This is an optimization exercise on Yosys and OpenROAD, whose aim is small area, a short achievable clock period and few clock cycles, not a production implementation.
At most, simulation tests tie the RTL to the original design; equivalence was not proved.
Power figures rest on the tool's default switching activity, not on a simulated workload.

the reference run:
Design tbpm_rxdec, start of the top module:
module tbpm_rxdec (
    input  wire        clk,
    input  wire        rst,
    input  wire        cfg_we,
    input  wire [7:0]  cfg_pct,
    input  wire [15:0] cfg_floor,
    input  wire [1:0]  cfg_reg_len,
    input  wire        cfg_reg0,
    input  wire        cfg_reg1,
    input  wire        in_valid,
    output wire        in_ready,
    input  wire [31:0] in_data,
    input  wire        in_last,
    output wire        out_valid,
    input  wire        out_ready,
    output wire        rl_ok,
    output wire [3:0]  rl_cause,
    output wire [31:0] rl_word,
    output wire        fw_ok,
    output wire [3:0]  fw_cause,
    output wire [31:0] fw_word,
    output wire        dsp_ok,
    output wire [1:0]  dsp_tried,
    output wire [31:0] dsp_word
);
    reg [6:0]  tol_pct;
    reg [15:0] tol_floor;
    reg [1:0]  reg_len;
    reg        reg0, reg1;
    always @(posedge clk) begin
        if (rst) begin
            tol_pct   <= 7'd25;
            tol_floor <= 16'd10;
            reg_len   <= 2'd0;
            reg0      <= 1'b0;
            reg1      <= 1'b0;
        end else if (cfg_we && cfg_pct <= 8'd100 && cfg_reg_len <= 2'd2) begin
            tol_pct   <= cfg_pct[6:0];
            tol_floor <= cfg_floor;
            reg_len   <= cfg_reg_len;
            reg0      <= cfg_reg0;
            reg1      <= cfg_reg1;
        end
    end
    reg        r_v;            
    reg        r_last;
    reg        r_s;            
    reg        r_u;            
    reg [16:0] r_d;            
  ...
Size: ~180 I/O pins.
==> flow/config.mk <==
export PLATFORM = sky130hd
export DESIGN_NAME = tbpm_rxdec
export DESIGN_NICKNAME = tbpm_rxdec
export VERILOG_FILES = /design/flow/design.v
export SDC_FILE = /design/flow/constraint.sdc
export NUM_CORES = 4
export LEC_CHECK = 0
export CAP_MARGIN = 50
export CORE_MARGIN = 2
export CORE_UTILIZATION = 40
export CTS_BUF_LIST = sky130_fd_sc_hd__clkbuf_8
export SLEW_MARGIN = 70
==> flow/constraint.sdc <==
create_clock -name core_clock -period 35.0 [get_ports {clk}]
set_input_delay 7.0000 -clock core_clock [delete_from_list [all_inputs] [get_ports {clk}]]
set_output_delay 7.0000 -clock core_clock [all_outputs]
set_load 0.01 [all_outputs]
standard.sh (not shown) runs the stock make flow with config.mk's settings and CLKGATE_MAP_FILE= SYNTH_SCRIPT=/design/flow/synth_recipe.tcl, a recipe that flattens the netlist after the stock synthesis.
==> flow/flow/run.sh <==
#!/bin/bash
# Standard layout with two changes:
# - synthesis is ORFS's (flow/my_synth.tcl is synth_recipe.tcl plus an abc
#   wrapper) with the abc mapping script flow/abc_map.script, an area-oriented
#   script (three &nf -R 1000 -p mapping rounds, no resizing); registers are untouched;
# - plain buf_1 cells as the port buffers.
set -euo pipefail
export BUFFER_PORTS_ARGS="-buffer_cell sky130_fd_sc_hd__buf_1"
export MY_ABC_SCRIPT="$PWD/flow/abc_map.script"
bash standard.sh SYNTH_SCRIPT="$PWD/flow/my_synth.tcl" finish > standard_flow.log 2>&1
==> flow/flow/abc_map.script <==
&get -n
&st
&dch
&nf -R 1000 -p
&st
&syn2
&synch2
&nf -R 1000 -p
&st
&dch -f
&nf -R 1000 -p
&put
==> flow/flow/my_synth.tcl <==
proc synth {args} { yosys synth -nofsm -noshare {*}$args }
proc abc {args} {
  set i [lsearch -exact $args -script]
  if {$i >= 0 && [info exists ::env(MY_ABC_SCRIPT)]} { lset args [expr {$i + 1}] $::env(MY_ABC_SCRIPT) }
  yosys abc {*}$args
}
source $::env(SCRIPTS_DIR)/synth.tcl
# left out here: clear keep_hierarchy, flatten, clean up, hide names made inside functions, write 1_2_yosys.v
The reference run did not stop at any stage, and its layout met the timing, design-rule and antenna checks.
Testbench counts of the reference run, summed over its fixed seeds: cycles 31,890.
## Diff of input files: the trial run against the reference run
--- a/flow/design.v
+++ b/flow/design.v
@@ -106,21 +106,41 @@
         begin
             s = a ^ b ^ c;
             k = (a & b) | (a & c) | (b & c);
             csa18 = {k[16:0], cin, s};
         end
     endfunction
+    function [17:0] add18(input [17:0] a, input [17:0] b, input c);
+        integer i, l;
+        reg [17:0] g, p, g0, p0;
+        begin
+            p0 = a ^ b;
+            g0 = a & b;
+            g0[0] = g0[0] | (p0[0] & c);
+            g = g0;
+            p = p0;
+            for (l = 0; l < 5; l = l + 1)
+                for (i = 17; i >= 0; i = i - 1)
+                    if ((i >> l) & 1) begin
+                        g[i] = g[i] | (p[i] & g[((i >> l) << l) - 1]);
+                        p[i] = p[i] & p[((i >> l) << l) - 1];
+                    end
+            add18[0] = p0[0] ^ c;
+            for (i = 1; i < 18; i = i + 1)
+                add18[i] = p0[i] ^ g[i - 1];
+        end
+    endfunction
     wire [12:0] ta = j0 ? (odd ? {1'b0, tol_pct, 5'd0} : {tol_pct, 6'd0}) : {2'd0, tol_pct, 4'd0};
     wire [12:0] tb = j0 ? (odd ? {4'd0, tol_pct, 2'd0} : {5'd0, tol_pct, 1'b0}) : {6'd0, tol_pct};
     wire [17:0] nea = j0 ? (odd ? -18'sd2800 : -18'sd6200) : -18'sd1700;
-    wire [17:0] da  = {1'b0, x} + nea + {17'd0, r_s};
+    wire [17:0] da  = add18({1'b0, x}, nea, r_s);
     wire [16:0] va  = da[16:0] ^ {17{da[17]}};
     wire [35:0] la1 = csa18({5'd0, ta}, j0 ? {5'h1f, ~tb} : {5'd0, tb}, {2'd0, tol_floor}, j0);
     wire [35:0] la2 = csa18(la1[17:0], la1[35:18], {1'b0, ~va}, 1'b0);
     wire        in_a = top18(la2[17:0], la2[35:18], !da[17]);
-    wire [17:0] db  = {1'b0, x} - 18'd550 + {17'd0, r_s};
+    wire [17:0] db  = add18({1'b0, x}, -18'sd550, r_s);
     wire [16:0] vb  = db[16:0] ^ {17{db[17]}};
     wire [35:0] lb1 = csa18({9'd0, tol_pct, 2'd0}, {11'd0, tol_pct}, {12'd0, tol_pct[6:1]}, 1'b0);
     wire [35:0] lb2 = csa18(lb1[17:0], lb1[35:18], {2'd0, tol_floor}, 1'b0);
     wire [35:0] lb3 = csa18(lb2[17:0], lb2[35:18], {1'b0, ~vb}, 1'b0);
     wire        in_b = top18(lb3[17:0], lb3[35:18], !db[17] || tol_pct[0]);
     wire x_nz     = (r_d != 17'd0);
@@ -137,13 +157,33 @@
         end
     end
     wire fw_pre  = odd && m_hit && is_space && in_a;
     wire fw_one  = fw_pre;
     wire fw_zero = odd && m_hit && is_space && in_b;
     wire        rl_sig = odd && m_rl && is_space && (x[16:15] == 2'b00);
-    wire [15:0] wsum   = {1'b0, m_val} + {1'b0, x[14:0]};      
+    function [15:0] add15(input [14:0] a, input [14:0] b);
+        integer i, l;
+        reg [14:0] g, p, g0, p0;
+        begin
+            p0 = a ^ b;
+            g0 = a & b;
+            g = g0;
+            p = p0;
+            for (l = 0; l < 4; l = l + 1)
+                for (i = 14; i >= 0; i = i - 1)
+                    if ((i >> l) & 1) begin
+                        g[i] = g[i] | (p[i] & g[((i >> l) << l) - 1]);
+                        p[i] = p[i] & p[((i >> l) << l) - 1];
+                    end
+            add15[0] = p0[0];
+            for (i = 1; i < 15; i = i + 1)
+                add15[i] = p0[i] ^ g[i - 1];
+            add15[15] = g[14];
+        end
+    endfunction
+    wire [15:0] wsum   = add15(m_val, x[14:0]);      
     wire ge1 = !lt18({2'd0, wsum}, 18'd1562);
     wire ge2 = !lt18({2'd0, wsum}, 18'd4687);
     wire ge3 = !lt18({2'd0, wsum}, 18'd7812);
     wire ge4 = !lt18({2'd0, wsum}, 18'd10937);
     wire ge5 = !lt18({2'd0, wsum}, 18'd14062);
     wire ge6 = !lt18({2'd0, wsum}, 18'd17187);
Notes after the runs:
Dominant combinational cell family by area after synthesis = simple AND/OR/NAND/NOR gates: the reference run; dominant combinational cell family by area after synthesis = adder cells: the trial run
Placeable core region (the trial run over the reference run): decrease, about 2%
As of the trial run, vertical die dimension had fallen slightly compared to the reference run.
Compared with the reference run, the trial run is more frugal on power.
Setup WNS the reference run -> the trial run: better
On layout overhead on the synthesized area, the higher figure sits with the reference run, not the trial run.
Clock-buffer cell count, the trial run and the reference run: smaller value in the reference run
The multi-input logic area of the trial run falls short of that of the reference run by about 1.3%.
Testbench counts of the trial run, summed over its fixed seeds: cycles 31,890.

* * *

Another version of the RTL of tbpm_rxdec (not shown whole).
Size: ~1,200 cells after synthesis, ~150 flip-flops, about 11,000 um2 of cells after synthesis.
Design tbpm_rxdec, start of the top module:
module tbpm_rxdec (
    input  wire        clk,
    input  wire        rst,
    input  wire        cfg_we,
    input  wire [7:0]  cfg_pct,
    input  wire [15:0] cfg_floor,
    input  wire [1:0]  cfg_reg_len,
    input  wire        cfg_reg0,
    input  wire        cfg_reg1,
    input  wire        in_valid,
    output wire        in_ready,
    input  wire [31:0] in_data,
    input  wire        in_last,
    output wire        out_valid,
    input  wire        out_ready,
    output wire        rl_ok,
    output wire [3:0]  rl_cause,
    output wire [31:0] rl_word,
    output wire        fw_ok,
    output wire [3:0]  fw_cause,
    output wire [31:0] fw_word,
    output wire        dsp_ok,
    output wire [1:0]  dsp_tried,
    output wire [31:0] dsp_word
);
Settings: LEC_CHECK=0, CAP_MARGIN=50, CORE_MARGIN=2, CORE_UTILIZATION=40, CTS_BUF_LIST=sky130_fd_sc_hd__clkbuf_8, SLEW_MARGIN=70; clock period 35.0 ns.
==> flow/flow/run.sh <==
#!/bin/bash
# Standard layout, with plain buf_1 cells as the port buffers.
set -euo pipefail
export BUFFER_PORTS_ARGS="-buffer_cell sky130_fd_sc_hd__buf_1"
bash standard.sh > standard_flow.log 2>&1
The starting point produced a clean layout.
Testbench counts at the start, summed over its fixed seeds: cycles 31,890.
Rerun with:
--- a/flow/design.v
+++ b/flow/design.v
@@ -64,21 +64,23 @@
             r_u    <= (in_data[31:17] == 15'd0) || (in_data[31:17] == 15'h7fff);
             r_d    <= in_data[16:0];
         end
     end
     wire       r_v_nx    = !rst && (stall || take);
     wire       r_last_nx = stall ? r_last : in_last;
     wire [7:0] n_nx      = (rst || fin) ? 8'd0 : (absorb && keep) ? n_ent + 8'd1 : n_ent;
     wire       done_nx   = !rst && (fin || (done && !out_ready));
     wire       rdy_nx    = !(r_v_nx && done_nx && ((n_nx[0] && !n_nx[7]) || r_last_nx));
+    reg j0;
     always @(posedge clk) begin
         r_v   <= r_v_nx;
         n_ent <= n_nx;
+        j0    <= (n_nx[6:1] == 6'd0);
         done  <= done_nx;
         rdy   <= rdy_nx;
     end
     assign in_ready  = rdy;
     assign out_valid = done;
     wire [16:0] x = r_d ^ {17{r_s}};
     function lt18(input [17:0] a, input [17:0] b);
         integer i;
         reg l;
@@ -101,19 +103,18 @@
     endfunction
     function [35:0] csa18(input [17:0] a, input [17:0] b, input [17:0] c, input cin);
         reg [17:0] s, k;
         begin
             s = a ^ b ^ c;
             k = (a & b) | (a & c) | (b & c);
             csa18 = {k[16:0], cin, s};
         end
     endfunction
-    wire        j0 = (n_ent[6:1] == 6'd0);
     wire [12:0] ta = j0 ? (odd ? {1'b0, tol_pct, 5'd0} : {tol_pct, 6'd0}) : {2'd0, tol_pct, 4'd0};
     wire [12:0] tb = j0 ? (odd ? {4'd0, tol_pct, 2'd0} : {5'd0, tol_pct, 1'b0}) : {6'd0, tol_pct};
     wire [17:0] nea = j0 ? (odd ? -18'sd2800 : -18'sd6200) : -18'sd1700;
     wire [17:0] da  = {1'b0, x} + nea + {17'd0, r_s};
     wire [16:0] va  = da[16:0] ^ {17{da[17]}};
     wire [35:0] la1 = csa18({5'd0, ta}, j0 ? {5'h1f, ~tb} : {5'd0, tb}, {2'd0, tol_floor}, j0);
     wire [35:0] la2 = csa18(la1[17:0], la1[35:18], {1'b0, ~va}, 1'b0);
     wire        in_a = top18(la2[17:0], la2[35:18], !da[17]);
     wire [17:0] db  = {1'b0, x} - 18'd550 + {17'd0, r_s};
@@ -146,47 +147,42 @@
     wire ge4 = !lt18({2'd0, wsum}, 18'd10937);
     wire ge5 = !lt18({2'd0, wsum}, 18'd14062);
     wire ge6 = !lt18({2'd0, wsum}, 18'd17187);
     wire c_zero  = rl_sig && ge1 && !ge2;
     wire c_same  = rl_sig && ge2 && !ge3;
     wire c_one   = rl_sig && ge3 && !ge4;
     wire c_stop  = rl_sig && ge4 && !ge5;
     wire c_start = rl_sig && ge5 && !ge6;
     wire pev = absorb && ((odd && keep) || (n_ent == 8'd0 && r_last));
-    wire p0  = pev && (n_ent[6:1] == 6'd0);
+    wire p0  = pev && j0;
     wire [5:0] pidx = n_ent[6:1];
     reg [4:0]  rl_c;
     reg [15:0] rl_sh;
     reg [7:0]  rl_rep;
     reg        rl_repnz;
     reg [7:0]  rl_src, rl_cmd;
     reg        rl_long;        
-    wire rl_bit = c_one ? 1'b1 : c_zero ? 1'b0 : rl_sh[0];
+    wire rl_bit = c_one || (c_same && rl_sh[0]);
     wire rl_idle = (rl_c == 5'd0);
     wire rl_stp  = (rl_c == 5'd18);
     wire rl_fin  = pev && !p0 && rl_stp && c_stop;
     always @(posedge clk) begin
+        if (pev)
+            rl_sh <= {rl_sh[14:0], rl_bit};
+    end
+    always @(posedge clk) begin
         if (pev) begin
-            if (p0 || rl_idle) begin
-                if (c_start) begin
-                    rl_c     <= 5'd1;
-                    rl_sh[0] <= 1'b0;
-                end else begin
-                    rl_c     <= 5'd0;
-                end
-            end else if (rl_stp) begin
+            if (p0 || rl_idle)
+                rl_c <= c_start ? 5'd1 : 5'd0;
+            else if (!rl_stp && (c_zero || c_one || c_same))
+                rl_c <= rl_c + 5'd1;
+            else
                 rl_c <= 5'd0;
-            end else if (c_zero || c_one || c_same) begin
-                rl_sh <= {rl_sh[14:0], rl_bit};
-                rl_c  <= rl_c + 5'd1;
-            end else begin
-                rl_c <= 5'd0;
-            end
         end
     end
     always @(posedge clk) begin
         if (rl_fin) begin
             rl_src <= rl_sh[15:8];
             rl_cmd <= rl_sh[7:0];
         end
     end
     wire [7:0] rep_nx   = p0 ? 8'd0 : (rl_fin && rl_rep != 8'hff) ? rl_rep + 8'd1 : rl_rep;
@@ -239,19 +235,19 @@
                     fw_bad_nx = fw_bad || fw_cmis;
                 end
             end
         end
     end
     always @(posedge clk) begin
         fw_stop    <= fw_stop_nx;
         fw_cause_q <= fw_cause_nx;
         fw_bad     <= fw_bad_nx;
-        if (pev && !p0 && !fw_stop && fw_sym && !in_hdr)
+        if (pev && !in_hdr && pidx <= 6'd39)
             fw_p <= {fw_p[14:0], in_chk ? fw_p[15] : fw_one};
     end
     wire rl_ok_nx  = long_nx && repnz_nx;
     wire fw_ok_nx  = (fw_cause_nx == 3'd0);
     wire ok0_nx    = reg0 ? fw_ok_nx : rl_ok_nx;
     wire ok1_nx    = reg1 ? fw_ok_nx : rl_ok_nx;
     wire take0_nx  = (reg_len != 2'd0) && ok0_nx;
     wire take1_nx  = !take0_nx && (reg_len == 2'd2) && ok1_nx;
     reg rl_ok_q, fw_ok_q, sel_rl, sel_fw;
The new run produced a clean layout.
Fmax goes up by 0.40%.
Via count goes up by 2.6%.
Power goes up by 0.50%.
First-iteration DRC count goes up by 12%.
Worst setup slack improves by 34 ps.
Synthesized area goes up by 2.2%.
Sequential power stays flat.
Cell count goes up by 0.64%.
Cell area goes up by 1.7%.
Synthesized cell count goes up by 2.5%.
Wire length goes up by 7.3%.
Core utilization goes up by 0.28 points.
Testbench counts after the change, summed over its fixed seeds: cycles 31,890.

* * *

tbpm_rxdec, a different RTL version from the one above (not shown whole).
For scale: about 160 flip-flops, about 180 I/O pins, ~0.011 mm² of cells after synthesis.
clock: 35.0 ns
lec_check: 0
cap_margin: 50
core_margin: 2
core_utilization: 40
cts_buf_list: sky130_fd_sc_hd__clkbuf_8
slew_margin: 70
==> flow/flow/run.sh <==
#!/bin/bash
# Standard layout with two changes:
# - synthesis is ORFS's (flow/my_synth.tcl is synth_recipe.tcl plus an abc
#   wrapper) with the abc mapping script flow/abc_map.script, which is ORFS's
#   speed script with area recovery in &nf (-R 100); registers are untouched;
# - plain buf_1 cells as the port buffers.
set -euo pipefail
export BUFFER_PORTS_ARGS="-buffer_cell sky130_fd_sc_hd__buf_1"
export MY_ABC_SCRIPT="$PWD/flow/abc_map.script"
bash standard.sh SYNTH_SCRIPT="$PWD/flow/my_synth.tcl" finish > standard_flow.log 2>&1
==> flow/flow/abc_map.script <==
&get -n
&st
&dch
&nf -R 100
&st
&syn2
&if -g -K 6
&synch2
&nf -R 100
&st
&syn2
&if -g -K 6
&synch2
&nf -R 100
&st
&syn2
&if -g -K 6
&synch2
&nf -R 100
&st
&syn2
&if -g -K 6
&synch2
&nf -R 100
&st
&syn2
&if -g -K 6
&synch2
&nf -R 100
&put
buffer -c
topo
stime -c
upsize -c
dnsize -c
Scripts as last shown in full above: flow/flow/my_synth.tcl
Then changed:
--- a/flow/design.v
+++ b/flow/design.v
@@ -66,23 +66,23 @@
         end
     end
     wire       r_v_nx    = !rst && (stall || take);
     wire       r_last_nx = stall ? r_last : in_last;
     wire [7:0] n_nx      = (rst || fin) ? 8'd0 : (absorb && keep) ? n_ent + 8'd1 : n_ent;
     wire       done_nx   = !rst && (fin || (done && !out_ready));
     wire       rdy_nx    = !(r_v_nx && done_nx && ((n_nx[0] && !n_nx[7]) || r_last_nx));
     reg j0;
     always @(posedge clk) begin
         r_v   <= r_v_nx;
         n_ent <= n_nx;
-        j0    <= rst || fin || (j0 && !(absorb && odd));
+        j0    <= (n_nx[6:1] == 6'd0);
         done  <= done_nx;
         rdy   <= rdy_nx;
     end
     assign in_ready  = rdy;
     assign out_valid = done;
     wire [16:0] x = r_d ^ {17{r_s}};
     function lt18(input [17:0] a, input [17:0] b);
         integer i;
         reg l;
         begin
             l = 1'b0;
@@ -179,24 +179,23 @@
                 rl_c <= 5'd0;
         end
     end
     always @(posedge clk) begin
         if (rl_fin) begin
             rl_src <= rl_sh[15:8];
             rl_cmd <= rl_sh[7:0];
         end
     end
     wire [7:0] rep_nx   = p0 ? 8'd0 : (rl_fin && rl_rep != 8'hff) ? rl_rep + 8'd1 : rl_rep;
     wire       repnz_nx = p0 ? 1'b0 : (rl_repnz || rl_fin);
-    wire       long_set = absorb && n_ent == 8'd41;
-    wire       long_nx  = p0 ? 1'b0 : (rl_long || long_set);
+    wire       long_nx  = p0 ? 1'b0 : (rl_long || (absorb && n_ent == 8'd41));
     always @(posedge clk) begin
         rl_rep   <= rep_nx;
         rl_repnz <= repnz_nx;
         rl_long  <= long_nx;
     end
     reg        fw_stop;
     reg [2:0]  fw_cause_q;
     reg        fw_bad;
     reg [15:0] fw_p;
     localparam [14:0] FW_HDR = 15'h2008;
     wire fw_sym  = fw_one || fw_zero;
@@ -252,38 +251,23 @@
     wire take0_nx  = (reg_len != 2'd0) && ok0_nx;
     wire take1_nx  = !take0_nx && (reg_len == 2'd2) && ok1_nx;
     reg rl_ok_q, fw_ok_q, sel_rl, sel_fw;
     reg [1:0] tried_q;
     always @(posedge clk) begin
         rl_ok_q <= rl_ok_nx;
         fw_ok_q <= fw_ok_nx;
         sel_rl  <= (take0_nx && !reg0) || (take1_nx && !reg1);
         sel_fw  <= (take0_nx &&  reg0) || (take1_nx &&  reg1);
         tried_q <= take0_nx ? 2'd1 : reg_len;
     end
-    wire fw_win = pev && !p0 && !fw_stop && fw_sym && in_chk && pidx == 6'd39 &&
-                  !fw_bad && !fw_cmis;
-    reg rl_ok_b, rl_ok_c, fw_ok_b, sel_rl_b, sel_fw_b;
-    always @(posedge clk) begin
-        rl_ok_b  <= !p0 && (rl_ok_b || (rl_fin && (rl_long || long_set)) ||
-                            (rl_repnz && long_set));
-        rl_ok_c  <= !p0 && (rl_long || long_set) && (rl_repnz || rl_fin);
-        fw_ok_b  <= !p0 && (fw_ok_b || fw_win);
-        sel_rl_b <= rl_ok_nx && (((reg_len != 2'd0) && !reg0) ||
-                                 (reg_len[1] && reg0 && !reg1 && !fw_ok_nx));
-        sel_fw_b <= fw_ok_nx && (((reg_len != 2'd0) && reg0) ||
-                                 (reg_len[1] && !reg0 && reg1 && !rl_ok_nx));
-    end
+    wire [23:0] rl_f = {rl_rep, rl_cmd, rl_src};
+    wire [31:0] fw_f = {8'd1, fw_p[15:8], 4'd0, fw_p[3:0], 4'd0, fw_p[7:4]};
     assign rl_ok     = rl_ok_q;
     assign rl_cause  = {1'b0, {2{rl_long && !rl_repnz}}, !rl_ok_q};
-    assign rl_word   = {8'd0, rl_rep & {8{rl_ok_b}}, rl_cmd & {8{rl_ok_c}}, rl_src & {8{rl_ok_q}}};
+    assign rl_word   = {8'd0, rl_f & {24{rl_ok_q}}};
     assign fw_ok     = fw_ok_q;
     assign fw_cause  = {1'b0, fw_cause_q};
-    assign fw_word   = {7'd0, fw_ok_q, fw_p[15:8] & {8{fw_ok_q}},
-                        4'd0, fw_p[3:0] & {4{fw_ok_b}}, 4'd0, fw_p[7:4] & {4{fw_ok_b}}};
+    assign fw_word   = fw_f & {32{fw_ok_q}};
     assign dsp_ok    = sel_rl || sel_fw;
     assign dsp_tried = tried_q;
-    assign dsp_word  = {7'd0, sel_fw,
-                        (rl_rep & {8{sel_rl}}) | (fw_p[15:8] & {8{sel_fw}}),
-                        (rl_cmd & {8{sel_rl_b}}) | ({4'd0, fw_p[3:0]} & {8{sel_fw_b}}),
-                        (rl_src & {8{sel_rl_b}}) | ({4'd0, fw_p[7:4]} & {8{sel_fw_b}})};
+    assign dsp_word  = ({8'd0, rl_f} & {32{sel_rl}}) | (fw_f & {32{sel_fw}});
 endmodule
Result: Power is about the same. Combinational power increases by about 4%. Final cell count decreases by about 4.3%. Worst setup slack gains 0.029 ns. Die area decreases by 1.7%. Critical path depth does not change. Clock skew is about the same. Worst hold slack barely changes. Global-route usage hardly moves. Non-clock buffer count decreases by 7. Routed wire length decreases by about 1.6%.
Testbench counts after the change, summed over its fixed seeds: cycles 31,890.
The RTL of the first run of this note was laid out without a check of its function.

static timing again, ports no longer ideal:
Ports are ideal in the flow. The routed layouts listed here were re-timed in OpenROAD. Step 1 sets driving cells, clkbuf_16 on the clock port and buf_2 on the other inputs (assumed; they add their load-dependent delay and slew). Step 2 also shifts input and output timing later by t, the mid clock arrival at the registers, as if the neighbouring blocks saw the same clock. Three values: ideal ports, drivers, drivers and shift; two values: the first two.
run | t (ns) | setup slack, ns | worst setup path at the end
the reference run | 0.509 | 26.571 / 26.529 / 26.400 | input to register
the trial run | 0.506 | 26.614 / 26.572 / 26.466 | input to register
the first run of note 2 | 0.506 | 26.614 / 26.566 / 26.254 | input to register
the second run of note 2 | 0.511 | 26.648 / 26.599 / 26.445 | input to register
the first run of note 3 | 0.508 | 26.610 / 26.565 / 26.357 | input to register
the second run of note 3 | 0.519 | 26.639 / 26.592 / 26.418 | input to register
After both steps setup and hold are still met in every run listed. The setup slack of the first run of note 2, which loses most, moves by -0.048 ns with the drivers and by -0.360 ns with both steps.
